This design comes from an exercise in tuning for small area on the open sky130 flow, not from production work. Where RTL was checked, it was by simulation tests only, not by an equivalence proof against the original. Only the layout flow was run in runs 5 to 7; the RTL was not checked for function there. Power figures rest on the tool's default switching activity, not on a simulated workload.

===== design/flow/design.v =====
module l2c_rx8 (
    input  wire       clk,
    input  wire       rst,
    input  wire       rx_valid,
    input  wire [2:0] rx_ch,
    input  wire       rx_level,
    output wire       rep_byte_valid,
    output wire [7:0] rep_byte,
    output wire       rep_end_valid,
    output wire       rep_end_ok,
    output wire [2:0] rep_ch
);
    localparam integer NCH = 8;
    reg            q_valid;
    reg  [2:0]     q_ch;
    reg            q_level;
    always @(posedge clk) begin
        q_valid <= rx_valid && !rst;
        q_ch    <= rx_ch;
        q_level <= rx_level;
    end
    wire [NCH-1:0] q_sel = {{(NCH-1){1'b0}}, q_valid} << q_ch;
    reg        s_lvl  [0:NCH-1];
    reg [2:0]  s_ones [0:NCH-1];
    reg [7:0]  s_sh   [0:NCH-1];
    reg [10:0] s_bc   [0:NCH-1];
    reg [15:0] s_crc  [0:NCH-1];
    reg         r_lvl;
    reg  [2:0]  r_ones;
    reg  [7:0]  r_sh;
    reg  [10:0] r_bc;
    reg  [15:0] r_crc;
    integer k;
    always @(*) begin
        r_lvl  = 1'b0;
        r_ones = 3'd0;
        r_sh   = 8'h00;
        r_bc   = 11'd0;
        r_crc  = 16'h0000;
        for (k = 0; k < NCH; k = k + 1) begin
            r_lvl  = r_lvl  | (s_lvl[k]  & q_sel[k]);
            r_ones = r_ones | (s_ones[k] & {3{q_sel[k]}});
            r_sh   = r_sh   | (s_sh[k]   & {8{q_sel[k]}});
            r_bc   = r_bc   | (s_bc[k]   & {11{q_sel[k]}});
            r_crc  = r_crc  | (s_crc[k]  & {16{q_sel[k]}});
        end
    end
    wire        d      = (q_level == r_lvl);            
    wire        in_a   = |r_sh;                         
    wire        in_b   = !in_a && |r_bc[6:0];           
    wire        sync   = in_a || |r_bc[6:0];
    wire        ones5  = (r_ones == 3'd5);
    wire        ones6  = (r_ones == 3'd6);
    wire        abort  = d && r_ones[2] && r_ones[1];   
    wire        flag   = !d && ones6;
    wire        app    = sync && !abort && !flag && !ones5;
    wire        bytec  = app && r_sh[0];                
    wire        last   = r_bc[10] && !(|r_bc[9:0]);    
    wire        have   = |r_bc;                         
    wire        enough = !in_a || |r_bc[10:2];
    wire        aligned = in_a ? (r_sh[1] && !r_sh[0]) : r_bc[0];
    wire        x6     = in_a ? r_sh[2] : r_bc[1];      
    wire        over   = app && !in_a && r_bc[0];       
    wire        fcs_ok = (r_crc == (x6 ? 16'hD92F : 16'h9F0B));
    wire [2:0]  n_ones = !d ? 3'd0 : (r_ones == 3'd7) ? 3'd7 : r_ones + 3'd1;
    wire [7:0]  n_sh   = (abort || over)     ? 8'h00 :
                         flag                ? 8'h80 :
                         bytec               ? (last ? 8'h00 : 8'h80) :
                         (app && in_a)       ? {d, r_sh[7:1]} : r_sh;
    wire        bc_wr  = flag || abort || over || bytec || (app && in_b);
    wire [10:0] n_bc   = (flag || abort || over) ? 11'd0 :
                         bytec               ? (last ? 11'h040 : {r_bc[9:0], (r_bc[10] ^ r_bc[8]) || !have}) :
                                               {4'h0, d, r_bc[6:1]};
    wire        crc_wr = flag || app;
    wire [15:0] n_crc  = flag ? 16'hFFFF :
                         ((r_crc >> 1) ^ ((r_crc[0] ^ d) ? 16'h8408 : 16'h0000));
    assign rep_byte       = {d, r_sh[7:1]};
    assign rep_byte_valid = q_valid && bytec;
    assign rep_end_valid  = q_valid && (((abort || flag) && sync && have) || over);
    assign rep_end_ok     = flag && aligned && enough && fcs_ok;
    assign rep_ch         = q_ch;
    wire        w_lvl  = rst ? 1'b0 : q_level;
    wire [2:0]  w_ones = rst ? 3'd0 : n_ones;
    wire [7:0]  w_sh   = rst ? 8'h00 : n_sh;
    wire [10:0] w_bc   = rst ? 11'd0 : n_bc;
    integer c;
    always @(posedge clk) begin
        for (c = 0; c < NCH; c = c + 1) begin
            if (rst || q_sel[c]) begin
                s_lvl[c]  <= w_lvl;
                s_ones[c] <= w_ones;
                s_sh[c]   <= w_sh;
            end
            if (rst || (q_sel[c] && bc_wr))
                s_bc[c]   <= w_bc;
            if (q_sel[c] && crc_wr)
                s_crc[c]  <= n_crc;
        end
    end
endmodule

===== design/flow/standard.sh =====
#!/bin/bash
# synth_recipe.tcl (not shown) runs the flow's synth.tcl, then flattens the netlist and writes it again
# the make line also repeats each setting of config.mk as NAME=value (left out here)
make -C /OpenROAD-flow-scripts/flow DESIGN_CONFIG=/design/flow/config.mk WORK_HOME=/design/flow/orfs CLKGATE_MAP_FILE= SYNTH_SCRIPT=/design/flow/synth_recipe.tcl "${@:-finish}"

===== design/flow/config.mk =====
export PLATFORM = sky130hd
export DESIGN_NAME = l2c_rx8
export DESIGN_NICKNAME = l2c_rx8
export VERILOG_FILES = /design/flow/design.v
export SDC_FILE = /design/flow/constraint.sdc
export NUM_CORES = 4
export LEC_CHECK = 0
export CAP_MARGIN = 0
export CORE_MARGIN = 2
export CORE_UTILIZATION = 40
export GPL_TIMING_DRIVEN = 0
export SLEW_MARGIN = 0

===== design/flow/flow/synth.tcl =====
# synth_recipe.tcl with one change: ABC maps the logic with an area-oriented
# script (flow/abc_area.script) instead of ORFS's. Registers are mapped by
# the same steps as the standard synthesis, so they keep their names and cells.
proc synth {args} { yosys synth -nofsm -noshare {*}$args }
proc abc {args} {
  set i [lsearch $args -script]
  if {$i >= 0} { lset args [expr {$i + 1}] $::env(MY_ABC_SCRIPT) }
  yosys abc {*}$args
}
source $::env(SCRIPTS_DIR)/synth.tcl
# left out here: clear keep_hierarchy, flatten, clean up, hide names made inside functions, write 1_2_yosys.v

===== design/flow/flow/run.sh =====
#!/bin/bash
# Layout flow: the standard flow (standard.sh) with these changes:
#  - synthesis maps the logic with ABC's area mapper (flow/synth.tcl,
#    flow/abc_area.script); registers are mapped exactly as in the standard
#    synthesis;
#  - port buffers use the smallest buffer cell;
#  - CTS uses clkbuf_4 cells in small clusters and adds no dummy loads.
# Each step's full output is in orfs/logs/; make's output is in flow.log.
set -euo pipefail
here=$(pwd)
export MY_ABC_SCRIPT=$here/flow/abc_area.script
export BUFFER_PORTS_ARGS="-buffer_cell sky130_fd_sc_hd__buf_1"
export CTS_ARGS="-sink_clustering_enable -repair_clock_nets -dont_use_dummy_load -buf_list sky130_fd_sc_hd__clkbuf_4 -sink_clustering_size 10 -sink_clustering_max_diameter 40"
sed "s#SYNTH_SCRIPT=[^ ]*#SYNTH_SCRIPT=$here/flow/synth.tcl#" standard.sh > own_standard.sh
grep -q "SYNTH_SCRIPT=$here/flow/synth.tcl" own_standard.sh
bash own_standard.sh finish > flow.log 2>&1

===== design/flow/flow/abc_area.script =====
strash
dc2
dc2
dch -f
amap -A 8 -F 2

===== design/flow/constraint.sdc =====
create_clock -name core_clock -period 6.0 [get_ports {clk}]
set_input_delay 1.2000 -clock core_clock [delete_from_list [all_inputs] [get_ports {clk}]]
set_output_delay 1.2000 -clock core_clock [all_outputs]
set_load 0.01 [all_outputs]

==> out/metrics.csv, run 1 <==
stage,metric,value,unit
outcome,outcome,timing/DRC/antenna clean,
setup_path,CP Launch Point,q_ch[0],
setup_path,Reg2Reg Capture Point,s_bc[6][3],
setup_path,worst path cell trace,clkinv_1 -> nand3_1 -> nor2_4 -> buf_4 -> a221oi_1 -> nand2_1 -> nor4_1 -> nand4_1 -> o21ai_1 -> a41oi_1 -> a2111oi_2 -> buf_1,
setup_path,crit path max fanout,10,
die,Row Count,62,
timing,Tightest Pin Transition,1300,ps
clock_network,CTS tree,yes,
final_layout,Final nets,775,
grt,GR Overflow Total,0,
final_layout,Synth-to-Final Area Change,12.1,%
timing,max-slew violation count,0,
timing,Tcrit/Tclk final,93.8,%
setup_path,CP max stage cell,a2111oi_2,
clock_network,clock root cell,clkbuf_4,
pwr,maximum vdd drop,170,uV
logic_synthesis,leading area contributor after synthesis,edfxtp_1,
logic_synthesis,Mapped Cells,667,
logic_synthesis,"FFs w/ async S/R, synth",0,%
die,core area,28800,sq um
timing,final worst clock skew,78.5,ps
clock_network,CTS max path bufs,3,
clock_network,Skew-Pair Late Insertion Delay,650,ps
setup_path,r2r setup slk,540,ps
logic_synthesis,Mapped Nets,677,
timing,Slew headroom,13.6,%
logic_synthesis,Mapped Avg Cell Area,17.6,sq um
logic_synthesis,yosys warns,6,
die,Initial Util,40.8,%
logic_synthesis,main flop type after synthesis,edfxtp_1,
setup_path,Max stage delay on crit path,600,ps
grt,largest net degree at the start of global routing,29,
detailed_routing,met2 wire length,14.5,mm
detailed_routing,M1 wire length,11.3,mm
grt,first-pass GRT wire length,43.1,mm
setup_path,end of the critical path,rep_end_ok,
clock_network,number of CTS-inserted buffers,40,
final_layout,post-route insts no fill,1148,
die,chip height,175,um
logic_synthesis,"EDFF count, synth",312,
setup_path,CP Buf/Inv Count,3,
setup_path,reg-to-reg startpoint,q_ch[0],
place,DP Wirelength,16.8,mm
final_layout,layout cell share with drive strength beyond 1,13.1,%
detailed_routing,top layer in use,met4,
setup_path,Crit path arrival time,4430,ps
place,gp weighted congestion,0.725,
detailed_routing,Post-Route WL,29.1,mm
timing,f_max,178,MHz
min_path,Worst Hold Class,flop to flop,
detailed_routing,Vias/cell,6.09,
setup_path,"Largest delay share family, worst path",simple AND/OR/NAND/NOR gates,
logic_synthesis,synthesized cell area,11700,sq um
timing,worst hold slack,664,ps
setup_path,Setup crit end kind,primary output,
detailed_routing,DR WL/cell,25.3,um
final_layout,final core occ,45.7,%
detailed_routing,Post-DRT Antenna Nets,0,
grt,vias in the first global route,7001,
logic_synthesis,synthesis-stage register bit count,317,
die,die width,175,um
setup_path,WS Path Type,flop to primary output,
setup_path,WP depth,12,
die,I/O pin cnt,21,
pwr,pwr dens,292,nW/um^2
place,post-place instance area,12700,sq um
job,max-cap viol count,0,
setup_path,CP Data Required Time,4800,ps
final_layout,post-route design area,13100,sq um
logic_synthesis,register area share after synthesis,80.7,%
detailed_routing,metal3 WL,2.61,mm
timing,Final TNS setup,0,ps
logic_synthesis,Netlist cell types,31,
timing,final setup violation count,0,
place,placed cells,1089,
die,die area,30700,sq um
detailed_routing,DR pass1 iterations,5,
clock_network,H-tree levels,2,
clock_network,clock slew at reported path FFs,90,ps
place,PortBufs,20,
logic_synthesis,top area cells in the synthesized netlist,"edfxtp_1 80%, a222oi_1 4.3%, a22oi_1 2.2%, a22o_1 1.9%, nand2_1 1.3%",
logic_synthesis,top cell type's share of synthesized area,79.9,%
timing,min Tclk post-route,5630,ps
grt,initial antenna violation count,1,
detailed_routing,detailed-route via count,6987,
detailed_routing,post-route DRC violation count,0,
setup_path,r2r worst-path depth,18,
grt,GRT Total Usage,19.0,%
pwr,Pleak,4.22,nW
timing,RSZ-0062 raised after global routing,false,
timing,final hold vios,0,
detailed_routing,DRT iter0 DRCs,723,
clock_network,CTS Sinks,317,
setup_path,Startpoint Class,flop,
worst min path at each step:
stage / end / startpoint / slack (ps) / cells past startpoint
after global placement: s_lvl[3] / q_level / 640 / 2
after CTS: q_level / rx_level / 630 / 1
after detailed placement: s_lvl[3] / q_level / 640 / 2
final: s_lvl[1] / q_level / 660 / 2
after global routing: q_level / rx_level / 630 / 1
after floorplan: s_lvl[0] / q_level / 590 / 2
Yosys cell counts, types with 2 or more instances:
master / count
a22o_1: 26
o21ai_0: 9
a21oi_1: 3
or2_0: 16
nor2_1: 35
or3_1: 3
a2111oi_0: 4
nor4_1: 2
dfxtp_1: 5
and3_1: 2
ha_1: 3
nor3_1: 14
a211oi_1: 6
a221oi_1: 17
clkinv_1: 30
a22oi_1: 34
and4_1: 2
nand3_1: 19
edfxtp_1: 312
and2_0: 8
nand4_1: 10
nor2b_1: 2
nand2_1: 41
or4_1: 2
o22ai_1: 7
a222oi_1: 50
state kept, by name, indices dropped and copies added, names as in the netlist:
| name | flops |
|---|---|
| s_crc | 128 |
| s_bc | 88 |
| s_sh | 64 |
| s_ones | 24 |
| s_lvl | 8 |
| q_ch | 3 |
| q_level | 1 |
| q_valid | 1 |
worst min-delay path: stages (launching register included):
cell and delay [ps]:
dfxtp_1 310, clkinv_1 80, nor2_1 100
placed cells by master (no fill, tap or decap), drive strengths merged, types with 2 or more instances in the layout:
| master | Yosys | routed |
|---|---|---|
| edfxtp | 312 | 312 |
| buf | 1 | 54 |
| a222oi | 50 | 50 |
| nand2 | 41 | 41 |
| clkbuf | 0 | 40 |
| nor2 | 35 | 38 |
| a22oi | 34 | 34 |
| clkinv | 30 | 28 |
| a22o | 26 | 26 |
| nand3 | 19 | 19 |
| a221oi | 17 | 17 |
| or2 | 16 | 16 |
| nor3 | 14 | 14 |
| nand4 | 10 | 10 |
| o21ai | 9 | 9 |
| and2 | 8 | 8 |
| o22ai | 7 | 7 |
| a211oi | 6 | 6 |
| dfxtp | 5 | 5 |
| a2111oi | 4 | 4 |
| or3 | 3 | 3 |
| a21oi | 3 | 3 |
| ha | 3 | 3 |
| inv | 0 | 2 |
| nor4 | 2 | 2 |
| and3 | 2 | 2 |
| nor2b | 2 | 2 |
| and4 | 2 | 2 |
| or4 | 2 | 2 |
stage by stage:
step	power, mW	setup WS, ps
5_1_grt	3.98	124
3_5_place_dp	2.95	-1560
6_report	3.84	373
3_3_place_gp	2.92	-4420
4_1_cts	3.87	65.5
2_1_floorplan	2.82	459
routing by layer:
| layer | up-vias | global-route usage [%] |
|---|---|---|
| li1 | 3022 | - |
| met1 | 3552 | 24.5 |
| met2 | 350 | 32.7 |
| met3 | 63 | 3.85 |
| met4 | 0 | 5.69 |
| met5 | - | 0 |
cells by family (layout without fill, tap and decap cells):
| kind of cell | count (synthesis) | after routing | synth area share (%) |
|---|---|---|---|
| other | 0 | 1 | 0 |
| DFF | 317 | 317 | 80.7 |
| buffers and inverters | 31 | 124 | 1.02 |
| adders and majority gates | 3 | 3 | 0.320 |
| AOI/OAI and AO/OA | 160 | 160 | 11.5 |
| and+or+nand+nor | 156 | 159 | 6.41 |
power breakdown:
group	internal, mW	switching (mW)	total, mW
combinational	0.0629	0.221	0.284
sequential	2.59	0.0355	2.63
clock	0.308	0.619	0.926
total	2.96	0.875	3.84
area by class of cell:
| type | count | area [sq um] |
|---|---|---|
| Tap cell | 384 | 480 |
| Buffer | 1 | 7.51 |
| Fill cell | 2410 | 15600 |
| Sequential cell | 317 | 9470 |
| Inverter | 30 | 118 |
| Clock buffer | 40 | 300 |
| Timing Repair Buffer | 53 | 495 |
| Multi-Input combinational cell | 322 | 2270 |
| Antenna cell | 1 | 2.50 |
what timing repair did:
action                                 4_1_cts  5_1_grt
pin swaps                                    7        2
cloned                                       3        0
endpoints found under the hold margin        0        0
hold buffers                                 0        0
buffers inserted                             9        6
resized for setup                            9       11
setup endpoints to repair                  371       91
==> run 2, diff against run 1 <==
--- a/design/flow/config.mk
+++ b/design/flow/config.mk
@@ -8,5 +8,4 @@
 export CAP_MARGIN = 0
 export CORE_MARGIN = 2
 export CORE_UTILIZATION = 40
-export GPL_TIMING_DRIVEN = 0
 export SLEW_MARGIN = 0
==> run 2 against run 1 <==
  * Sequential share of layout area is 0.43 points higher
  * Register-to-register slack better by 370 ps
  * Critical path depth is 1 higher
  * Critical endpoint unchanged
  * Hold slack worse by 33 ps
  * Design area is 0.59% lower
  * Global-route usage is 0.075 points lower
  * Sequential power hardly changed
  * Non-clock buffer count is 10 higher
  * Clock power is 5.6% higher
==> out/metrics.csv, run 2 <==
stage,metric,value,unit
min_path,"Endpoint, Worst Hold",q_level,
logic_synthesis,main flop type after synthesis,edfxtp_1,
detailed_routing,detailed-route via count,7057,
clock_network,CTS Hold Bufs,0,
final_layout,Final nets,785,
die,chip height,175,um
pwr,P_int,2.99,mW
setup_path,"Top cell by count, worst path",buf_4,
pwr,Logic pwr share,7.6,%
min_path,hold path depth,1,
setup_path,CP max stage cell,nor2_4,
final_layout,Synth-to-Final Area Change,11.4,%
detailed_routing,Vias/cell,6.09,
pwr,Switching Fraction,23.4,%
timing,setup ws final,356,ps
logic_synthesis,Synth top cells by count,"312 x edfxtp_1, 50 x a222oi_1, 41 x nand2_1, 35 x nor2_1, 34 x a22oi_1",
setup_path,r2r setup slk,910,ps
timing,final hold vios,0,
detailed_routing,DR WL/cell,24.9,um
logic_synthesis,synthesized cell area,11700,sq um
place,PortBufs,20,
final_layout,layout cell share with drive strength beyond 1,13.8,%
outcome,outcome,timing/DRC/antenna clean,
pwr,part of the power in registers,67.3,%
min_path,hold wc startpoint,rx_level,
place,DP Wirelength,16.8,mm
final_layout,max FFs per register,128,
die,I/O pin cnt,21,
timing,final worst clock skew,64.0,ps
setup_path,Setup crit end kind,primary output,
setup_path,CP Data Required Time,4800,ps
grt,vias in the first global route,7171,
logic_synthesis,synthesis-stage register bit count,317,
final_layout,Top Registers,"s_crc: 128 flops, s_bc: 88 flops, s_sh: 64 flops",
die,Row Count,62,
setup_path,reg-to-reg startpoint,q_ch[0],
grt,GR Overflow Total,0,
clock_network,Skew-Pair Late Insertion Delay,670,ps
detailed_routing,DR pass1 iterations,8,
logic_synthesis,top area cells in the synthesized netlist,"edfxtp_1 80%, a222oi_1 4.3%, a22oi_1 2.2%, a22o_1 1.9%, nand2_1 1.3%",
setup_path,Max stage delay on crit path,770,ps
setup_path,worst path cell trace,clkinv_1 -> or3_1 -> nor2_4 -> buf_4 -> a222oi_1 -> nand2_1 -> a211oi_1 -> or4_1 -> nor2_1 -> nand4_1 -> a2111oi_2 -> buf_4 -> buf_1,
clock_network,CTS Sinks,317,
min_path,Worst Hold Class,primary input to flop,
logic_synthesis,"EDFF count, synth",312,
final_layout,post-route insts no fill,1158,
grt,initial antenna violation count,1,
detailed_routing,Post-DRT Antenna Nets,0,
setup_path,Crit path arrival time,4440,ps
setup_path,WS Path Type,flop to primary output,
die,core area,28800,sq um
logic_synthesis,Mapped Avg Cell Area,17.6,sq um
pwr,pwr dens,299,nW/um^2
logic_synthesis,most common cell in the netlist,edfxtp_1,
place,gp weighted congestion,0.761,
die,die width,175,um
final_layout,"commonest cells after routing, fill and taps aside","312 x edfxtp_1, 50 x a222oi_1, 43 x clkbuf_4, 42 x buf_4, 41 x nand2_1",
place,placed cells,1114,
timing,f_max,177,MHz
clock_network,clock root cell,clkbuf_4,
setup_path,r2r worst-path depth,15,
logic_synthesis,Mapped Cells,667,
grt,GRT Total Usage,19.0,%
logic_synthesis,top cell type's share of synthesized area,79.9,%
final_layout,largest register by flop count,s_crc,
timing,RSZ-0062 raised after global routing,false,
clock_network,clock slew at reported path FFs,100,ps
logic_synthesis,yosys warns,6,
detailed_routing,post-route DRC violation count,0,
pwr,Pleak,4.23,nW
setup_path,crit path max fanout,23,
clock_network,CTS resizes,1,
logic_synthesis,Mapped Nets,677,
timing,max-slew violation count,0,
logic_synthesis,leading area contributor after synthesis,edfxtp_1,
detailed_routing,Post-Route WL,28.9,mm
die,die area,30700,sq um
clock_network,H-tree levels,2,
detailed_routing,DRT iter0 DRCs,918,
timing,Tcrit/Tclk final,94.1,%
logic_synthesis,"FFs w/ async S/R, synth",0,%
timing,Slew headroom,18.2,%
pwr,maximum vdd drop,170,uV
timing,Final TNS setup,0,ps
pwr,Clock Power Share,25.1,%
grt,first-pass GRT wire length,43.4,mm
place,Placement Setup Slack,504,ps
clock_network,number of CTS-inserted buffers,43,
die,Initial Util,40.8,%
setup_path,Reg2Reg Capture Point,s_sh[6][7],
clock_network,Post-CTS Setup Bufs,0,
pwr,Psw,0.913,mW
job,max-cap viol count,0,
timing,final setup violation count,0,
pwr,total power,3.90,mW
final_layout,"commonest non-fill, non-tap cell in the layout",edfxtp_1,
timing,Tightest Pin Transition,1200,ps
setup_path,Startpoint Class,flop,
logic_synthesis,Netlist cell types,31,
clock_network,CTS tree,yes,
timing,min Tclk post-route,5640,ps
grt,largest net degree at the start of global routing,30,
logic_synthesis,register area share after synthesis,80.7,%
clock_network,CTS max path bufs,3,
run 2: cell type report:
cell class | count | area [sq um]
fill | 2441 | 15700
multi-input combinational | 319 | 2250
inverter | 30 | 114
timing repair buffer | 64 | 430
tap | 384 | 480
clock buffer | 43 | 323
antenna | 1 | 2.50
sequential | 317 | 9470
run 2: how the worst max path moves through the flow:
stage          startpoint    endpoint  depth (start not counted)
2_1_floorplan     q_ch[0]  s_bc[0][0]                         18
3_3_place_gp      q_ch[2]  rep_end_ok                         11
3_5_place_dp      q_ch[2]  rep_end_ok                         11
4_1_cts           q_ch[2]  rep_end_ok                         11
5_1_grt           q_ch[1]  rep_end_ok                         12
6_report          q_ch[0]  rep_end_ok                         13
run 2: worst max-delay path: cells and delay by family (launching register included):
| family | cells | cell delay [ps] |
|---|---|---|
| compound gates | 3 | 430 |
| simple gates | 6 | 2290 |
| flops | 1 | 350 |
| buf+inv | 4 | 750 |
run 2: power by group through the flow:
stage	logic [mW]	clock network [mW]	registers [mW]
finish	0.298	0.978	2.63
global route	0.323	1.09	2.64
CTS	0.295	1.00	2.63
detailed placement	0.294	0	2.68
global placement	0.288	0	2.67
floorplan	0.161	0	2.66
run 2: through the flow:
stage                     util [%]  hold slack [ps]  area (sq um)
after CTS                     45.4              592         13100
after floorplan                  -              591         11700
final                         45.4              631         13100
after global placement        44.2              639         12700
after global routing          45.4              591         13100
after detailed placement      44.2              640         12700
run 2: cells by family after synthesis:
kind of cell / count (synthesis) / synth area share (%)
buf+inv: 31 / 1.02
flops: 317 / 80.7
fa+ha+maj: 3 / 0.320
simple gates: 156 / 6.41
compound gates: 160 / 11.5
run 2: layer usage:
layer,vias up,track usage (%),wire [um]
met3,61,3.76,2770
li1,3048,-,-
met4,0,5.94,643
met2,387,30.2,13500
met1,3561,26.4,12000
met5,-,0,0
==> run 3, diff against run 2 <==
--- a/design/flow/design.v
+++ b/design/flow/design.v
@@ -11,15 +11,16 @@
     output wire [2:0] rep_ch
 );
     localparam integer NCH = 8;
-    reg            q_valid;
-    reg  [2:0]     q_ch;
+    reg  [NCH-1:0] q_sel;       
     reg            q_level;
     always @(posedge clk) begin
-        q_valid <= rx_valid && !rst;
-        q_ch    <= rx_ch;
+        if (rst)
+            q_sel <= {NCH{1'b0}};
+        else
+            q_sel <= {{(NCH-1){1'b0}}, rx_valid} << rx_ch;
         q_level <= rx_level;
     end
-    wire [NCH-1:0] q_sel = {{(NCH-1){1'b0}}, q_valid} << q_ch;
+    wire q_valid = |q_sel;
     reg        s_lvl  [0:NCH-1];
     reg [2:0]  s_ones [0:NCH-1];
     reg [7:0]  s_sh   [0:NCH-1];
@@ -30,6 +31,7 @@
     reg  [7:0]  r_sh;
     reg  [10:0] r_bc;
     reg  [15:0] r_crc;
+    reg  [2:0]  r_ch;
     integer k;
     always @(*) begin
         r_lvl  = 1'b0;
@@ -37,12 +39,14 @@
         r_sh   = 8'h00;
         r_bc   = 11'd0;
         r_crc  = 16'h0000;
+        r_ch   = 3'd0;
         for (k = 0; k < NCH; k = k + 1) begin
             r_lvl  = r_lvl  | (s_lvl[k]  & q_sel[k]);
             r_ones = r_ones | (s_ones[k] & {3{q_sel[k]}});
             r_sh   = r_sh   | (s_sh[k]   & {8{q_sel[k]}});
             r_bc   = r_bc   | (s_bc[k]   & {11{q_sel[k]}});
             r_crc  = r_crc  | (s_crc[k]  & {16{q_sel[k]}});
+            r_ch   = r_ch   | (k[2:0]    & {3{q_sel[k]}});
         end
     end
     wire        d      = (q_level == r_lvl);            
@@ -78,7 +82,7 @@
     assign rep_byte_valid = q_valid && bytec;
     assign rep_end_valid  = q_valid && (((abort || flag) && sync && have) || over);
     assign rep_end_ok     = flag && aligned && enough && fcs_ok;
-    assign rep_ch         = q_ch;
+    assign rep_ch         = r_ch;
     wire        w_lvl  = rst ? 1'b0 : q_level;
     wire [2:0]  w_ones = rst ? 3'd0 : n_ones;
     wire [7:0]  w_sh   = rst ? 8'h00 : n_sh;
--- a/design/flow/config.mk
+++ b/design/flow/config.mk
@@ -8,4 +8,5 @@
 export CAP_MARGIN = 0
 export CORE_MARGIN = 2
 export CORE_UTILIZATION = 40
+export GPL_TIMING_DRIVEN = 0
 export SLEW_MARGIN = 0
==> run 3 against run 2 <==
  * Power increased by 0.10%
  * Largest cell class unchanged
  * Clock skew up 6.6 ps
  * Core utilization decreased by 0.23 points
  * Hold slack improved by 11 ps
  * First-iteration DRC count increased by 3.3%
==> out/metrics.csv, run 3 <==
stage,metric,value,unit
logic_synthesis,Synth top cells by count,"312 x edfxtp_1, 67 x a222oi_1, 38 x nor2_1, 35 x a22oi_1, 33 x nand3_1",
place,DP Wirelength,16.8,mm
timing,Tcrit/Tclk final,94.3,%
logic_synthesis,yosys warns,6,
final_layout,"commonest cells after routing, fill and taps aside","312 x edfxtp_1, 67 x a222oi_1, 39 x clkbuf_4, 35 x a22oi_1, 32 x nand3_1",
logic_synthesis,Mapped Cells,664,
logic_synthesis,"FFs w/ async S/R, synth",0,%
pwr,pwr dens,300,nW/um^2
final_layout,sequential cell area,9560,sq um
timing,min Tclk post-route,5660,ps
clock_network,number of CTS-inserted buffers,39,
detailed_routing,Post-DRT Antenna Nets,0,
die,Row Count,62,
grt,vias in the first global route,6974,
die,I/O pin cnt,21,
timing,final worst clock skew,70.6,ps
grt,GRT Total Usage,18.6,%
logic_synthesis,synthesis-stage register bit count,321,
final_layout,max FFs per register,128,
timing,Final TNS setup,0,ps
timing,Tightest Pin Transition,1420,ps
logic_synthesis,Mapped Avg Cell Area,17.8,sq um
die,die area,30900,sq um
setup_path,CP Buf/Inv Count,3,
clock_network,clock root cell,clkbuf_4,
timing,final setup violation count,0,
clock_network,H-tree levels,2,
setup_path,CP Data Required Time,4800,ps
setup_path,"Largest delay share family, worst path",compound AO/OA/AOI/OAI gates,
final_layout,largest register by flop count,s_crc,
timing,Slew headroom,5.62,%
place,gp weighted congestion,0.742,
grt,initial antenna violation count,1,
grt,largest net degree at the start of global routing,30,
detailed_routing,post-route DRC violation count,0,
die,die width,176,um
clock_network,CTS max path bufs,3,
detailed_routing,Post-Route WL,28.6,mm
detailed_routing,DR WL/cell,25.4,um
die,Initial Util,40.8,%
logic_synthesis,register area share after synthesis,81.0,%
setup_path,Max stage delay on crit path,560,ps
logic_synthesis,top area cells in the synthesized netlist,"edfxtp_1 79%, a222oi_1 5.7%, a22oi_1 2.2%, dfxtp_1 1.5%, nand3_1 1.4%",
logic_synthesis,main flop type after synthesis,edfxtp_1,
detailed_routing,DRT iter0 DRCs,948,
final_layout,layout cell share with drive strength beyond 1,10.9,%
grt,first-pass GRT wire length,42.7,mm
final_layout,fillers,2546,
logic_synthesis,most common cell in the netlist,edfxtp_1,
detailed_routing,detailed-route via count,6822,
setup_path,Startpoint Class,flop,
final_layout,Multi-input gate area,2210,sq um
setup_path,Crit path arrival time,4460,ps
clock_network,clock slew at reported path FFs,100,ps
min_path,Worst Hold Class,primary input to flop,
final_layout,Top Registers,"s_crc: 128 flops, s_bc: 88 flops, s_sh: 64 flops",
logic_synthesis,synthesized cell area,11800,sq um
pwr,total power,3.91,mW
detailed_routing,Vias/cell,6.06,
clock_network,CTS Hold Bufs,0,
final_layout,"commonest non-fill, non-tap cell in the layout",edfxtp_1,
detailed_routing,DR pass1 iterations,8,
logic_synthesis,Netlist cell types,33,
timing,worst hold slack,642,ps
job,max-cap viol count,0,
logic_synthesis,top cell type's share of synthesized area,79.5,%
timing,max-slew violation count,0,
clock_network,Skew-Pair Late Insertion Delay,660,ps
timing,f_max,177,MHz
setup_path,WS Path Type,flop to primary output,
clock_network,Post-CTS Setup Bufs,0,
final_layout,Synth-to-Final Area Change,10.6,%
logic_synthesis,"EDFF count, synth",312,
setup_path,Setup crit end kind,primary output,
die,core area,28900,sq um
grt,GR Overflow Total,0,
clock_network,CTS tree,yes,
place,PortBufs,20,
pwr,Pleak,4.14,nW
setup_path,worst path cell trace,buf_16 -> a222oi_1 -> clkinv_1 -> a221oi_1 -> a21oi_1 -> a31oi_4 -> nand3_4 -> nor4_2 -> o21ai_0 -> a2111oi_2 -> buf_1,
setup_path,CP max stage cell,dfxtp_2,
outcome,outcome,timing/DRC/antenna clean,
pwr,maximum vdd drop,197,uV
logic_synthesis,Mapped Nets,674,
die,chip height,176,um
final_layout,Final nets,753,
setup_path,crit path max fanout,22,
timing,final hold vios,0,
logic_synthesis,leading area contributor after synthesis,edfxtp_1,
clock_network,CTS Sinks,321,
[run 3: per-layer routing]
| metal | wire length [um] | track usage [%] | share of wire [%] | vias up |
|---|---|---|---|---|
| met3 | 2490 | 2.90 | 8.7 | 63 |
| met5 | 0 | 0 | 0 | - |
| met4 | 628 | 5.10 | 2.2 | 0 |
| met2 | 13900 | 31.0 | 48 | 356 |
| li1 | - | - | - | 2983 |
| met1 | 11600 | 25.7 | 41 | 3420 |
[run 3: logic make-up (layout without fill, tap and decap cells)]
family                   count (synthesis)  count (layout)  share of synthesized area (%)
flip-flops                             321             321                           81.0
AND/OR/NAND/NOR                        160             160                           6.80
other                                    0               1                              0
buffers and inverters                   29             106                          0.955
AO/OA/AOI/OAI                          151             151                           10.9
adder cells (fa/ha/maj)                  3               3                          0.319
[run 3: layout make-up]
type	instances	share of cell area, %
plain buffers	1	0.0576
clock buffers	39	2.25
repair buffers	38	2.94
inverters	28	0.825
well taps	384	3.68
diodes	1	0.0192
flip-flops and latches	321	73.3
multi-input cells	314	16.9
[run 3: power breakdown]
group | internal (mW) | leakage [nW] | switching (mW)
combinational | 0.0636 | 0.847 | 0.227
sequential | 2.63 | 3.11 | 0.0440
clock | 0.300 | 0.179 | 0.638
[run 3: path summary, 6_finish.rpt]
path | cells after the start | end | startpoint | slack, ps
max | 11 | rep_end_ok | q_sel[5] | 340
min | 1 | q_level | rx_level | 640
max reg2reg | 13 | s_sh[2][1] | q_sel[5] | 690
min reg2reg | 2 | s_lvl[5] | q_level | 720
[run 3: through the flow]
stage          cell area (sq um)  setup WS, ps  utilization (%)  std cells
3_3_place_gp               12300         -2490             42.8       1068
4_1_cts                    13000          55.9             45.0       1124
3_5_place_dp               12700          -573             43.9       1085
2_1_floorplan              11800          1120                -        664
5_1_grt                    13000         -28.2             45.2       1126
6_report                   13000           341             45.2       1126
[run 3: worst reg2reg max path, cell delays in order, from the launching register on]
cell and delay [ps]:
dfxtp_2 560, buf_16 300, a222oi_1 280, clkinv_1 100
a221oi_1 460, a21oi_1 220, a31oi_4 370, nor3_1 190
a2111oi_4 390, buf_2 230, clkinv_1 130, nor2_1 500
clkinv_1 390, a221oi_1 860
[run 3: timing repair]
item,4_1_cts,5_1_grt
resized for setup,8,4
endpoints found under the setup margin,197,48
pin swaps,0,0
cloned,0,0
==> run 4, diff against run 3 <==
--- a/design/flow/config.mk
+++ b/design/flow/config.mk
@@ -8,5 +8,4 @@
 export CAP_MARGIN = 0
 export CORE_MARGIN = 2
 export CORE_UTILIZATION = 40
-export GPL_TIMING_DRIVEN = 0
 export SLEW_MARGIN = 0
==> run 4 against run 3 <==
  * Non-clock buffer count up 22
  * Via count is 2.3% higher
  * Sequential share of layout area is 0.36 points higher
  * Flip-flop and latch count did not move
  * Still clean
  * Count of clock-buffer cells in the layout is 2 higher
  * Register-to-register slack improved by 440 ps
  * Fmax up 0.89%
  * Global-route usage about the same
==> out/metrics.csv, run 4 <==
stage,metric,value,unit
outcome,outcome,timing/DRC/antenna clean,
logic_synthesis,"EDFF count, synth",312,
setup_path,Max stage delay on crit path,830,ps
logic_synthesis,leading area contributor after synthesis,edfxtp_1,
logic_synthesis,Mapped Avg Cell Area,17.8,sq um
place,gp weighted congestion,0.852,
grt,first-pass GRT wire length,43.1,mm
logic_synthesis,Mapped Cells,664,
pwr,P_int,3.02,mW
logic_synthesis,yosys warns,6,
clock_network,number of CTS-inserted buffers,41,
setup_path,WS Path Type,flop to primary output,
final_layout,Final nets,777,
timing,Tcrit/Tclk final,93.5,%
setup_path,worst path cell trace,buf_4 -> a222oi_1 -> and4_1 -> or4_1 -> nor4_2 -> o21ai_0 -> a2111oi_2 -> buf_4 -> buf_1,
pwr,pwr dens,302,nW/um^2
pwr,total power,3.92,mW
timing,final worst clock skew,79.1,ps
setup_path,Setup crit end kind,primary output,
timing,Tightest Pin Transition,877,ps
place,Placement Setup Slack,313,ps
logic_synthesis,synthesized cell area,11800,sq um
logic_synthesis,Mapped Nets,674,
setup_path,CP Data Required Time,4800,ps
timing,setup ws final,391,ps
min_path,hold wc startpoint,q_level,
timing,Slew headroom,41.5,%
die,die area,30900,sq um
die,I/O pin cnt,21,
pwr,Pleak,4.21,nW
final_layout,layout cell share with drive strength beyond 1,11.9,%
logic_synthesis,most common cell in the netlist,edfxtp_1,
logic_synthesis,top cell type's share of synthesized area,79.5,%
setup_path,r2r setup slk,1130,ps
place,PortBufs,20,
timing,final hold vios,0,
grt,vias in the first global route,7021,
grt,largest net degree at the start of global routing,33,
pwr,Logic pwr share,7.5,%
setup_path,reg-to-reg startpoint,q_sel[1],
logic_synthesis,top area cells in the synthesized netlist,"edfxtp_1 79%, a222oi_1 5.7%, a22oi_1 2.2%, dfxtp_1 1.5%, nand3_1 1.4%",
logic_synthesis,synthesis-stage register bit count,321,
logic_synthesis,main flop type after synthesis,edfxtp_1,
setup_path,Reg2Reg Capture Point,s_bc[4][4],
timing,Final TNS setup,0,ps
setup_path,CP max stage cell,dfxtp_2,
min_path,Worst Hold Class,flop to flop,
die,Initial Util,40.8,%
grt,GRT Total Usage,18.7,%
setup_path,"Top cell by count, worst path",buf_4,
die,die width,176,um
min_path,hold path depth,2,
logic_synthesis,"FFs w/ async S/R, synth",0,%
setup_path,Startpoint Class,flop,
timing,min Tclk post-route,5610,ps
detailed_routing,DR WL/cell,25.0,um
die,chip height,176,um
timing,final setup violation count,0,
final_layout,Top Registers,"s_crc: 128 flops, s_bc: 88 flops, s_sh: 64 flops",
clock_network,CTS Hold Bufs,0,
detailed_routing,Vias/cell,6.07,
clock_network,Skew-Pair Late Insertion Delay,660,ps
logic_synthesis,Netlist cell types,33,
grt,GR Overflow Total,0,
detailed_routing,Post-Route WL,28.8,mm
clock_network,CTS Sinks,321,
timing,f_max,178,MHz
pwr,Switching Fraction,23.0,%
pwr,Clock Power Share,24.3,%
clock_network,clock slew at reported path FFs,100,ps
job,max-cap viol count,0,
setup_path,r2r worst-path depth,15,
final_layout,"commonest non-fill, non-tap cell in the layout",edfxtp_1,
grt,initial antenna violation count,1,
final_layout,largest register by flop count,s_crc,
final_layout,"commonest cells after routing, fill and taps aside","312 x edfxtp_1, 67 x a222oi_1, 41 x clkbuf_4, 41 x buf_4, 38 x nor2_1",
clock_network,CTS max path bufs,3,
detailed_routing,detailed-route via count,6979,
detailed_routing,DRT iter0 DRCs,995,
clock_network,Post-CTS Setup Bufs,0,
pwr,maximum vdd drop,190,uV
setup_path,Crit path arrival time,4410,ps
die,core area,28900,sq um
die,Row Count,62,
clock_network,CTS tree,yes,
detailed_routing,Post-DRT Antenna Nets,0,
detailed_routing,post-route DRC violation count,0,
clock_network,clock root cell,clkbuf_4,
pwr,Psw,0.904,mW
logic_synthesis,register area share after synthesis,81.0,%
final_layout,Synth-to-Final Area Change,10.1,%
place,DP Wirelength,17.1,mm
detailed_routing,DR pass1 iterations,6,
timing,RSZ-0062 raised after global routing,false,
final_layout,max FFs per register,128,
min_path,"Endpoint, Worst Hold",s_lvl[4],
logic_synthesis,Synth top cells by count,"312 x edfxtp_1, 67 x a222oi_1, 38 x nor2_1, 35 x a22oi_1, 33 x nand3_1",
pwr,part of the power in registers,68.2,%
setup_path,crit path max fanout,26,
clock_network,H-tree levels,2,
timing,max-slew violation count,0,
run 4: cell counts after synthesis:
Identical to the previous run, type by type.
run 4: worst max path at each step:
| stage | start | end | depth (start not counted) |
|---|---|---|---|
| floorplan | q_sel[1] | s_bc[0][4] | 12 |
| global placement | q_sel[0] | rep_end_ok | 9 |
| detailed placement | q_sel[0] | rep_end_ok | 9 |
| CTS | q_sel[0] | rep_end_ok | 9 |
| global route | q_sel[2] | rep_end_ok | 12 |
| finish | q_sel[3] | rep_end_ok | 9 |
run 4: timing repair:
item	in CTS	in global routing
resized for setup	2	2
endpoints found under the setup margin	1	1
endpoints found under the hold margin	0	0
run 4: power groups by stage:
stage / combinational [mW] / clock (mW) / sequential, mW
after floorplan: 0.161 / 0 / 2.71
after global placement: 0.283 / 0 / 2.72
after detailed placement: 0.292 / 0 / 2.73
after CTS: 0.294 / 0.981 / 2.68
after global routing: 0.319 / 1.06 / 2.69
final: 0.293 / 0.952 / 2.68
run 4: final cells by class:
type                       count  area, sq um
clock buffer                  41          308
inverter                      28          105
fill                        2537        15900
multi-input combinational    314         2140
tap                          384          480
timing repair buffer          61          383
sequential                   321         9560
antenna                        1         2.50
run 4: logic make-up after synthesis:
logic type	after synthesis	synth area share, %
flip-flops	321	81.0
AND/OR/NAND/NOR	160	6.80
AO/OA/AOI/OAI	151	10.9
buffers and inverters	29	0.955
adder cells (fa/ha/maj)	3	0.319
run 4: worst max-delay path, delay by kind of cell, from the launching register on:
family	cells	cell delay [ps]
flops	1	830
compound gates	3	870
simple gates	3	1300
buf+inv	3	740
run 4: stage by stage:
step	std cells	instance area (sq um)	utilization [%]	hold slack (ps)
after floorplan	664	11800	-	596
after global placement	1108	12600	43.8	659
after detailed placement	1108	12600	43.8	677
after CTS	1149	13000	44.9	640
after global routing	1150	13000	45.0	667
final	1150	13000	45.0	670
run 4: routing by layer:
metal,routed length [um],part of all wire [%],vias up,global-route usage [%]
met5,0,0,-,0
met4,663,2.3,0,5.82
met3,2210,7.7,60,3.20
met2,14500,50,347,32.0
met1,11400,40,3550,24.4
li1,-,-,3022,-
==> run 5, diff against run 4 <==
--- a/design/flow/design.v
+++ b/design/flow/design.v
@@ -59,9 +59,9 @@
     wire        flag   = !d && ones6;
     wire        app    = sync && !abort && !flag && !ones5;
     wire        bytec  = app && r_sh[0];                
-    wire        last   = r_bc[10] && !(|r_bc[9:0]);    
+    wire        last   = &r_bc;                         
     wire        have   = |r_bc;                         
-    wire        enough = !in_a || |r_bc[10:2];
+    wire        enough = !in_a || |r_bc[10:2] || (r_bc[1] && r_bc[0]);
     wire        aligned = in_a ? (r_sh[1] && !r_sh[0]) : r_bc[0];
     wire        x6     = in_a ? r_sh[2] : r_bc[1];      
     wire        over   = app && !in_a && r_bc[0];       
@@ -73,7 +73,7 @@
                          (app && in_a)       ? {d, r_sh[7:1]} : r_sh;
     wire        bc_wr  = flag || abort || over || bytec || (app && in_b);
     wire [10:0] n_bc   = (flag || abort || over) ? 11'd0 :
-                         bytec               ? (last ? 11'h040 : {r_bc[9:0], (r_bc[10] ^ r_bc[8]) || !have}) :
+                         bytec               ? (last ? 11'h040 : r_bc + 11'd1) :
                                                {4'h0, d, r_bc[6:1]};
     wire        crc_wr = flag || app;
     wire [15:0] n_crc  = flag ? 16'hFFFF :
==> design/flow/flow/abc_area.script (replaced) <==
strash
dc2
dch -f
amap
==> run 5 against run 4 <==
  * Routed wire length shrank 2.3%
  * Flip-flop and latch count is the same
  * Sequential power is essentially flat
  * Critical path depth grew 4
  * Fmax grew 4.1%
  * Via count grew 0.30%
  * Hold slack lost 27 ps
  * Synthesized cell count grew 5.7%
  * Power shrank 0.37%
  * Largest power group unchanged
==> out/metrics.csv, run 5 <==
stage,metric,value,unit
clock_network,H-tree levels,2,
final_layout,post-route design area,13000,sq um
timing,final setup violation count,0,
job,max-cap viol count,0,
pwr,Clock Power Share,24.6,%
detailed_routing,DRT iter0 DRCs,879,
timing,max-slew violation count,0,
clock_network,Post-CTS Setup Bufs,0,
grt,initial antenna violation count,1,
die,die width,177,um
clock_network,CTS max path bufs,3,
pwr,Switching Fraction,23.2,%
grt,vias in the first global route,6813,
final_layout,sequential cell area,9560,sq um
timing,RSZ-0062 raised after global routing,false,
logic_synthesis,most common cell in the netlist,edfxtp_1,
detailed_routing,Post-DRT Antenna Nets,0,
timing,final worst clock skew,68.9,ps
die,Initial Util,40.4,%
timing,f_max,186,MHz
final_layout,fillers,2609,
logic_synthesis,register area share after synthesis,79.9,%
clock_network,number of CTS-inserted buffers,41,
pwr,maximum vdd drop,176,uV
timing,Final TNS setup,0,ps
outcome,outcome,timing/DRC/antenna clean,
timing,Tcrit/Tclk final,89.8,%
clock_network,Skew-Pair Late Insertion Delay,670,ps
place,gp weighted congestion,0.880,
logic_synthesis,synthesis-stage register bit count,321,
place,PortBufs,20,
setup_path,Startpoint Class,flop,
pwr,total power,3.91,mW
die,core area,29600,sq um
final_layout,"commonest non-fill, non-tap cell in the layout",edfxtp_1,
pwr,Psw,0.905,mW
grt,largest net degree at the start of global routing,33,
detailed_routing,Post-Route WL,28.1,mm
timing,worst hold slack,643,ps
final_layout,Multi-input gate area,2280,sq um
detailed_routing,DR pass1 iterations,8,
timing,setup ws final,613,ps
logic_synthesis,leading area contributor after synthesis,edfxtp_1,
final_layout,Final nets,797,
final_layout,largest register by flop count,s_crc,
pwr,Pleak,4.21,nW
die,Row Count,63,
logic_synthesis,main flop type after synthesis,edfxtp_1,
place,DP Wirelength,16.4,mm
setup_path,Setup crit end kind,primary output,
logic_synthesis,"EDFF count, synth",312,
die,die area,31300,sq um
min_path,Worst Hold Class,flop to flop,
timing,Slew headroom,13.5,%
final_layout,"commonest cells after routing, fill and taps aside","312 x edfxtp_1, 60 x a222oi_1, 52 x nand2_1, 43 x nor2_1, 41 x clkbuf_4",
detailed_routing,post-route DRC violation count,0,
logic_synthesis,top cell type's share of synthesized area,78.4,%
grt,first-pass GRT wire length,42.5,mm
pwr,Logic pwr share,7.0,%
pwr,part of the power in registers,68.3,%
setup_path,Crit path arrival time,4190,ps
grt,GRT Total Usage,18.3,%
logic_synthesis,Netlist cell types,34,
timing,min Tclk post-route,5390,ps
clock_network,CTS tree,yes,
logic_synthesis,yosys warns,6,
die,I/O pin cnt,21,
logic_synthesis,Mapped Nets,714,
final_layout,max FFs per register,128,
final_layout,Top Registers,"s_crc: 128 flops, s_bc: 88 flops, s_sh: 64 flops",
clock_network,clock root cell,clkbuf_4,
final_layout,Synth-to-Final Area Change,8.82,%
setup_path,crit path max fanout,25,
clock_network,CTS resizes,0,
logic_synthesis,Mapped Avg Cell Area,17.0,sq um
logic_synthesis,top area cells in the synthesized netlist,"edfxtp_1 78%, a222oi_1 5.0%, a22oi_1 2.0%, nand2_1 1.6%, nor2_1 1.6%",
detailed_routing,Vias/cell,5.96,
die,chip height,177,um
detailed_routing,detailed-route via count,7000,
logic_synthesis,synthesized cell area,11900,sq um
place,Placement Setup Slack,1010,ps
clock_network,clock slew at reported path FFs,100,ps
pwr,pwr dens,301,nW/um^2
pwr,P_int,3.00,mW
logic_synthesis,Mapped Cells,702,
clock_network,CTS Hold Bufs,0,
timing,final hold vios,0,
grt,GR Overflow Total,0,
detailed_routing,DR WL/cell,24.0,um
logic_synthesis,Synth top cells by count,"312 x edfxtp_1, 60 x a222oi_1, 52 x nand2_1, 51 x nor2_1, 34 x clkinv_1",
place,post-place instance area,12700,sq um
timing,Tightest Pin Transition,1290,ps
setup_path,WS Path Type,flop to primary output,
clock_network,CTS Sinks,321,
final_layout,layout cell share with drive strength beyond 1,9.96,%
logic_synthesis,"FFs w/ async S/R, synth",0,%
setup_path,CP Data Required Time,4800,ps
run 5: worst max-delay path: stages (launching register included):
cell and delay [ps]:
dfxtp_2 780, buf_4 380, a222oi_1 140, nand3_1 210
clkinv_1 90, ha_1 180, nand3_1 360, clkinv_1 390
nor2_1 300, nand2_1 120, nor2_1 170, nand2_1 130
clkinv_1 100, buf_1 210
run 5: layout make-up:
cell class	count	area share, %
Inverter	34	0.982
Timing Repair Buffer	41	1.79
Clock buffer	41	2.37
Multi-Input combinational cell	346	17.6
Antenna cell	1	0.0192
Tap cell	390	3.75
Sequential cell	321	73.5
run 5: cell families after synthesis:
family | Yosys count | share of synthesized area (%)
AOI/OAI and AO/OA | 150 | 10.8
buffers and inverters | 35 | 1.13
adders and majority gates | 5 | 0.524
DFF | 321 | 79.9
and+or+nand+nor | 191 | 7.60
run 5: per-layer routing:
layer	up-vias	routed length, um	track usage, %	part of all wire (%)
met3	55	2290	2.75	8.1
li1	3107	-	-	-
met5	-	0	0	0
met4	0	680	5.72	2.4
met2	318	12800	27.7	45
met1	3520	12400	27.4	44
run 5: path summary, 6_finish.rpt:
path	start	end	slack [ps]	depth (start not counted)
max	q_sel[3]	rep_byte_valid	610	13
min	q_level	s_lvl[6]	640	2
max reg2reg	q_sel[3]	s_bc[5][4]	960	16
min reg2reg	q_level	s_lvl[6]	640	2
run 5: metrics by stage:
stage / util (%) / instances
after global routing: 44.0 / 1174
after detailed placement: 42.9 / 1132
after CTS: 44.0 / 1173
final: 44.0 / 1174
after floorplan: - / 702
after global placement: 42.9 / 1132
run 5: power by group through the flow:
stage / registers, mW / logic [mW] / clock network, mW
3_5_place_dp: 2.72 / 0.276 / 0
6_report: 2.67 / 0.275 / 0.963
3_3_place_gp: 2.72 / 0.273 / 0
5_1_grt: 2.68 / 0.303 / 1.07
4_1_cts: 2.67 / 0.277 / 0.993
2_1_floorplan: 2.71 / 0.160 / 0
==> run 6, diff against run 5 <==
--- a/design/flow/config.mk
+++ b/design/flow/config.mk
@@ -7,5 +7,6 @@
 export LEC_CHECK = 0
 export CAP_MARGIN = 0
 export CORE_MARGIN = 2
-export CORE_UTILIZATION = 40
+export CORE_UTILIZATION = 65
+export PLACE_DENSITY = 0.75
 export SLEW_MARGIN = 0
==> run 6 against run 5 <==
  * Still clean
  * Sequential share of layout area increased by 1.0 points
  * Highest routed layer unchanged
  * Worst setup slack improved by 120 ps
  * Sequential power about the same
  * Clock skew increased by 0.59 ps
  * Power decreased by 0.63%
  * Core utilization increased by 27 points
  * Largest cell class unchanged
  * Via count increased by 2.9%
  * Routed wire length decreased by 1.3%
  * Cell count decreased by 13%
  * Largest power group unchanged
==> out/metrics.csv, run 6 <==
stage,metric,value,unit
timing,f_max,190,MHz
timing,Final TNS setup,0,ps
setup_path,Setup crit end kind,primary output,
timing,Tightest Pin Transition,1170,ps
die,Row Count,49,
timing,final worst clock skew,69.5,ps
clock_network,H-tree levels,2,
timing,Slew headroom,21.2,%
die,core area,18000,sq um
die,die width,140,um
logic_synthesis,Mapped Nets,714,
setup_path,Max stage delay on crit path,650,ps
logic_synthesis,top cell type's share of synthesized area,78.4,%
place,DP Wirelength,16.9,mm
final_layout,layout cell share with drive strength beyond 1,9.51,%
logic_synthesis,largest family of logic cells by synthesized area,compound AO/OA/AOI/OAI gates,
logic_synthesis,register area share after synthesis,79.9,%
logic_synthesis,Mapped Cells,702,
place,gp weighted congestion,0.880,
logic_synthesis,adder and majority gate portion of the synthesized area,0.524,%
logic_synthesis,most common cell in the netlist,edfxtp_1,
setup_path,CP Buf/Inv Count,3,
setup_path,"Largest delay share family, worst path",simple AND/OR/NAND/NOR gates,
logic_synthesis,mux contribution to synthesized area,0,%
clock_network,clock slew at reported path FFs,100,ps
logic_synthesis,Compound-Gate Fraction of Synth Area,10.8,%
detailed_routing,Post-Route WL,27.7,mm
pwr,Pleak,4.24,nW
logic_synthesis,Synth top cells by count,"312 x edfxtp_1, 60 x a222oi_1, 52 x nand2_1, 51 x nor2_1, 34 x clkinv_1",
timing,min Tclk post-route,5270,ps
clock_network,number of CTS-inserted buffers,39,
clock_network,clock root cell,clkbuf_4,
clock_network,CTS resizes,0,
final_layout,Final nets,803,
grt,GRT Total Usage,29.0,%
pwr,maximum vdd drop,208,uV
final_layout,Top Registers,"s_crc: 128 flops, s_bc: 88 flops, s_sh: 64 flops",
setup_path,Reg2Reg Capture Point,s_bc[6][2],
setup_path,CP Launch Point,q_sel[2],
setup_path,"Top cell by count, worst path",nor4_1,
clock_network,CTS tree,yes,
detailed_routing,DR pass1 iterations,9,
grt,GR peak layer,met2,
grt,initial antenna violation count,1,
grt,vias in the first global route,7255,
timing,Tcrit/Tclk final,87.8,%
setup_path,r2r worst-path depth,18,
final_layout,"commonest non-fill, non-tap cell in the layout",edfxtp_1,
die,I/O pin cnt,21,
final_layout,fillers,1195,
logic_synthesis,XOR/XNOR Fraction of Synth Area,0,%
final_layout,sequential cell area,9560,sq um
detailed_routing,post-route DRC violation count,0,
logic_synthesis,Netlist cell types,34,
place,PortBufs,20,
outcome,outcome,timing/DRC/antenna clean,
detailed_routing,detailed-route via count,7206,
timing,final hold vios,0,
final_layout,largest register by flop count,s_crc,
grt,first-pass GRT wire length,42.2,mm
logic_synthesis,Post-Synth Simple-Gate Area,7.60,%
setup_path,WP depth,9,
detailed_routing,DRT iter0 DRCs,1264,
grt,met2 Use GR,46.8,%
setup_path,worst path cell trace,buf_4 -> a222oi_1 -> nand3_1 -> clkinv_1 -> or4_1 -> nor4_1 -> o21ai_0 -> nor4_1 -> buf_1,
place,Placement Setup Slack,1270,ps
clock_network,Post-CTS Setup Bufs,0,
clock_network,CTS Hold Bufs,0,
setup_path,Startpoint Class,flop,
timing,max-slew violation count,0,
setup_path,Crit path arrival time,4070,ps
logic_synthesis,leading area contributor after synthesis,edfxtp_1,
detailed_routing,Vias/cell,7.07,
setup_path,r2r setup slk,1040,ps
job,max-cap viol count,0,
clock_network,CTS Sinks,321,
pwr,pwr dens,303,nW/um^2
grt,largest net degree at the start of global routing,30,
final_layout,Synth-to-Final Area Change,7.33,%
clock_network,CTS max path bufs,3,
setup_path,reg-to-reg startpoint,q_sel[1],
final_layout,max FFs per register,128,
die,Initial Util,66.3,%
logic_synthesis,top area cells in the synthesized netlist,"edfxtp_1 78%, a222oi_1 5.0%, a22oi_1 2.0%, nand2_1 1.6%, nor2_1 1.6%",
setup_path,end of the critical path,rep_end_ok,
die,chip height,140,um
logic_synthesis,main flop type after synthesis,edfxtp_1,
grt,GR Overflow Total,0,
grt,global-route track usage on met3,6.33,%
pwr,total power,3.88,mW
timing,final setup violation count,0,
logic_synthesis,"EDFF count, synth",312,
setup_path,CP max stage cell,dfxtp_1,
logic_synthesis,synthesized cell area,11900,sq um
timing,RSZ-0062 raised after global routing,false,
min_path,Worst Hold Class,primary input to flop,
timing,setup ws final,730,ps
setup_path,crit path max fanout,28,
logic_synthesis,"FFs w/ async S/R, synth",0,%
final_layout,Multi-input gate area,2260,sq um
setup_path,CP Data Required Time,4800,ps
final_layout,"commonest cells after routing, fill and taps aside","312 x edfxtp_1, 60 x a222oi_1, 52 x nand2_1, 51 x nor2_1, 39 x clkbuf_4",
setup_path,WS Path Type,flop to primary output,
logic_synthesis,synthesis-stage register bit count,321,
detailed_routing,Post-DRT Antenna Nets,0,
logic_synthesis,Mapped Avg Cell Area,17.0,sq um
logic_synthesis,yosys warns,6,
grt,met1 usage in global routing,40.9,%
min_path,hold path depth,1,
clock_network,Skew-Pair Late Insertion Delay,650,ps
die,die area,19500,sq um
detailed_routing,DR WL/cell,27.2,um
## run 6: cell counts after synthesis
No cell type changed its count.
## run 6: worst min-delay path by stage
stage	start	end	slack [ps]
floorplan	q_level	s_lvl[0]	600
global placement	q_level	s_lvl[1]	660
detailed placement	q_level	s_lvl[0]	670
CTS	rx_level	q_level	660
global route	rx_level	q_level	660
finish	rx_level	q_level	700
## run 6: per-layer routing
metal / wire length (um) / vias up
met4: 482 / 0
met5: 0 / -
li1: - / 3099
met3: 3230 / 49
met2: 13600 / 504
met1: 10500 / 3554
## run 6: area by class of cell
class                   count  share of cell area (%)
inverters                  34                   0.995
clock buffers              39                    2.28
repair buffers             49                    2.28
diodes                      1                  0.0195
well taps                 229                    2.23
multi-input cells         346                    17.7
flip-flops and latches    321                    74.5
## run 6: power by group
part           leakage (nW)  internal (mW)  switching (mW)
clock network         0.179          0.301           0.633
logic                 0.957         0.0617           0.214
registers              3.11           2.63          0.0464
## run 6: stage by stage
step                      area, sq um  std cells  hold WS (ps)  utilization [%]
after floorplan                 11900        702           595                -
after global placement          12500        979           659             69.5
after detailed placement        12500        979           672             69.5
after CTS                       12800       1018           659             71.1
after global routing            12800       1019           664             71.1
final                           12800       1019           695             71.1
## run 6: cells by family after synthesis
kind of cell               after synthesis
adders and majority gates                5
DFF                                    321
AOI/OAI and AO/OA                      150
and+or+nand+nor                        191
buffers and inverters                   35
==> run 7, diff against run 6 <==
--- a/design/flow/flow/run.sh
+++ b/design/flow/flow/run.sh
@@ -10,7 +10,7 @@
 here=$(pwd)
 export MY_ABC_SCRIPT=$here/flow/abc_area.script
 export BUFFER_PORTS_ARGS="-buffer_cell sky130_fd_sc_hd__buf_1"
-export CTS_ARGS="-sink_clustering_enable -repair_clock_nets -dont_use_dummy_load -buf_list sky130_fd_sc_hd__clkbuf_4 -sink_clustering_size 10 -sink_clustering_max_diameter 40"
+export CTS_ARGS="-sink_clustering_enable -repair_clock_nets -dont_use_dummy_load -buf_list sky130_fd_sc_hd__clkbuf_4 -sink_clustering_size 12 -sink_clustering_max_diameter 30"
 sed "s#SYNTH_SCRIPT=[^ ]*#SYNTH_SCRIPT=$here/flow/synth.tcl#" standard.sh > own_standard.sh
 grep -q "SYNTH_SCRIPT=$here/flow/synth.tcl" own_standard.sh
 bash own_standard.sh finish > flow.log 2>&1
==> run 7 against run 6 <==
  * Sequential power about the same
  * Area after synthesis is the same
  * Routed wire length is essentially flat
  * Critical path depth unchanged
  * Core utilization increased by 0.29 points
  * Power up 1.3%
  * Cell count grew 0.69%
  * Via count increased by 0.99%
  * Critical endpoint unchanged
  * Largest cell class unchanged
==> out/metrics.csv, run 7 <==
stage,metric,value,unit
outcome,outcome,timing/DRC/antenna clean,
logic_synthesis,Synth top cells by count,"312 x edfxtp_1, 60 x a222oi_1, 52 x nand2_1, 51 x nor2_1, 34 x clkinv_1",
place,PortBufs,20,
clock_network,clock root cell,clkbuf_4,
final_layout,layout cell share with drive strength beyond 1,10.3,%
pwr,pwr dens,306,nW/um^2
place,post-place instance area,12500,sq um
logic_synthesis,Mapped Nets,714,
logic_synthesis,Mapped Cells,702,
pwr,Pleak,4.28,nW
setup_path,Reg2Reg Capture Point,s_bc[2][2],
logic_synthesis,register area share after synthesis,79.9,%
min_path,hold wc startpoint,q_level,
timing,f_max,189,MHz
final_layout,largest register by flop count,s_crc,
logic_synthesis,Mapped Avg Cell Area,17.0,sq um
final_layout,Synth-to-Final Area Change,7.77,%
timing,final worst clock skew,79.9,ps
setup_path,WS Path Type,flop to primary output,
setup_path,r2r worst-path depth,18,
grt,vias in the first global route,7266,
min_path,hold path depth,2,
detailed_routing,DRT iter0 DRCs,1396,
grt,largest net degree at the start of global routing,30,
timing,Slew headroom,21.3,%
clock_network,CTS Sinks,321,
timing,worst hold slack,678,ps
clock_network,number of CTS-inserted buffers,46,
timing,Tcrit/Tclk final,88.3,%
detailed_routing,Vias/cell,7.09,
final_layout,post-route insts no fill,1026,
grt,first-pass GRT wire length,42.1,mm
logic_synthesis,top area cells in the synthesized netlist,"edfxtp_1 78%, a222oi_1 5.0%, a22oi_1 2.0%, nand2_1 1.6%, nor2_1 1.6%",
setup_path,Startpoint Class,flop,
min_path,Worst Hold Class,flop to flop,
die,chip height,140,um
setup_path,crit path max fanout,28,
die,die area,19500,sq um
final_layout,final core occ,71.4,%
clock_network,CTS Hold Bufs,0,
timing,max-slew violation count,0,
pwr,total power,3.93,mW
final_layout,max FFs per register,128,
grt,initial antenna violation count,1,
timing,final hold vios,0,
clock_network,CTS resizes,0,
place,gp weighted congestion,0.880,
timing,Final TNS setup,0,ps
detailed_routing,detailed-route via count,7277,
die,Row Count,49,
clock_network,clock slew at reported path FFs,110,ps
die,core area,18000,sq um
die,I/O pin cnt,21,
logic_synthesis,"EDFF count, synth",312,
pwr,maximum vdd drop,203,uV
place,Placement Setup Slack,1270,ps
die,Initial Util,66.3,%
grt,GR Overflow Total,0,
setup_path,r2r setup slk,1090,ps
logic_synthesis,yosys warns,6,
final_layout,Top Registers,"s_crc: 128 flops, s_bc: 88 flops, s_sh: 64 flops",
setup_path,Setup crit end kind,primary output,
detailed_routing,DR WL/cell,27.0,um
logic_synthesis,leading area contributor after synthesis,edfxtp_1,
grt,GRT Total Usage,28.9,%
detailed_routing,Post-Route WL,27.7,mm
final_layout,"commonest cells after routing, fill and taps aside","312 x edfxtp_1, 60 x a222oi_1, 52 x nand2_1, 51 x nor2_1, 46 x clkbuf_4",
die,die width,140,um
logic_synthesis,Netlist cell types,34,
clock_network,H-tree levels,2,
final_layout,fillers,1208,
clock_network,CTS tree,yes,
final_layout,"commonest non-fill, non-tap cell in the layout",edfxtp_1,
logic_synthesis,synthesis-stage register bit count,321,
final_layout,post-route design area,12900,sq um
clock_network,Post-CTS Setup Bufs,0,
logic_synthesis,"FFs w/ async S/R, synth",0,%
detailed_routing,Post-DRT Antenna Nets,0,
clock_network,Skew-Pair Late Insertion Delay,670,ps
timing,setup ws final,705,ps
logic_synthesis,synthesized cell area,11900,sq um
job,max-cap viol count,0,
setup_path,CP Data Required Time,4800,ps
timing,Tightest Pin Transition,1170,ps
place,DP Wirelength,16.9,mm
clock_network,CTS max path bufs,3,
final_layout,Final nets,810,
timing,RSZ-0062 raised after global routing,false,
detailed_routing,DR pass1 iterations,7,
timing,min Tclk post-route,5300,ps
logic_synthesis,most common cell in the netlist,edfxtp_1,
timing,final setup violation count,0,
setup_path,reg-to-reg startpoint,q_sel[1],
min_path,"Endpoint, Worst Hold",s_lvl[4],
logic_synthesis,top cell type's share of synthesized area,78.4,%
setup_path,Crit path arrival time,4100,ps
detailed_routing,post-route DRC violation count,0,
logic_synthesis,main flop type after synthesis,edfxtp_1,
place,placed cells,979,
-- run 7: logic make-up (layout without fill, tap and decap cells) --
family	count (synthesis)	in the layout	share of synthesized area, %
AOI/OAI and AO/OA	150	150	10.8
adders and majority gates	5	5	0.524
buffers and inverters	35	129	1.13
DFF	321	321	79.9
other	0	1	0
and+or+nand+nor	191	191	7.60
-- run 7: worst max path at each step --
stage	from	end	slack [ps]	cells past startpoint
after floorplan	q_sel[3]	rep_end_ok	1890	8
after global placement	q_sel[2]	rep_end_ok	1600	9
after detailed placement	q_sel[1]	s_bc[2][2]	1270	18
after CTS	q_sel[2]	rep_end_ok	760	9
after global routing	q_sel[2]	rep_end_ok	460	9
final	q_sel[2]	rep_end_ok	700	9
-- run 7: report_power, final --
group / switching (mW) / total [mW] / internal (mW)
Combinational: 0.215 / 0.276 / 0.0617
Sequential: 0.0465 / 2.67 / 2.63
Clock: 0.631 / 0.984 / 0.352
-- run 7: layer usage --
metal / track usage [%] / part of all wire, % / up-vias
li1: - / - / 3126
met5: 0 / 0 / -
met3: 5.88 / 11 / 61
met2: 46.3 / 49 / 473
met1: 41.0 / 38 / 3617
met4: 9.26 / 2.0 / 0
-- run 7: cell type report --
class                           instances  area, sq um  share of cell area [%]
Clock buffer                           46          345                    2.68
Tap cell                              229          287                    2.23
Sequential cell                       321         9560                    74.2
Antenna cell                            1         2.50                  0.0194
Timing Repair Buffer                   49          293                    2.27
Multi-Input combinational cell        346         2260                    17.6
Inverter                               34          128                   0.991
-- run 7: critical path, stage by stage (launching register included) --
cell      delay (ps)
dfxtp_1          670
buf_4            470
a222oi_1         150
nand3_1          160
clkinv_1         100
or4_1            540
nor4_1           410
o21ai_0          150
nor4_1           580
buf_1            210

==> separate check: timing with driven ports <==
The flow's constraints put no driver on any port. The routed layouts listed below were extracted and timed again, unchanged, in two steps. Step 1 assumes that a clkbuf_16 drives the clock port and a buf_2 every other input. Step 2 also shifts input and output timing later by t, the mid clock arrival at the registers, as if the neighbouring blocks saw the same clock. Three values: no drivers, after step 1, after step 2; two values: the first two.
run	t (ns)	setup slack, ns	latest minus earliest clock arrival (ns)	slew at the worst register clock pin (ns)	worst slew at a driven data input, ns
run 1	0.652	0.373 / 0.330 / 0.541	0.079 / 0.078	0.10 / 0.10	0.03
run 2	0.679	0.356 / 0.317 / 0.912	0.064 / 0.064	0.11 / 0.11	0.03
run 3	0.664	0.341 / 0.305 / 0.686	0.071 / 0.071	0.11 / 0.11	0.03
run 4	0.659	0.391 / 0.352 / 1.011	0.079 / 0.079	0.10 / 0.10	0.04
run 5	0.677	0.613 / 0.573 / 0.959	0.069 / 0.069	0.11 / 0.11	0.03
run 6	0.657	0.730 / 0.690 / 1.038	0.070 / 0.070	0.11 / 0.11	0.03
run 7	0.668	0.705 / 0.666 / 1.086	0.080 / 0.080	0.12 / 0.12	0.03
After both steps setup and hold are still met in every run listed.
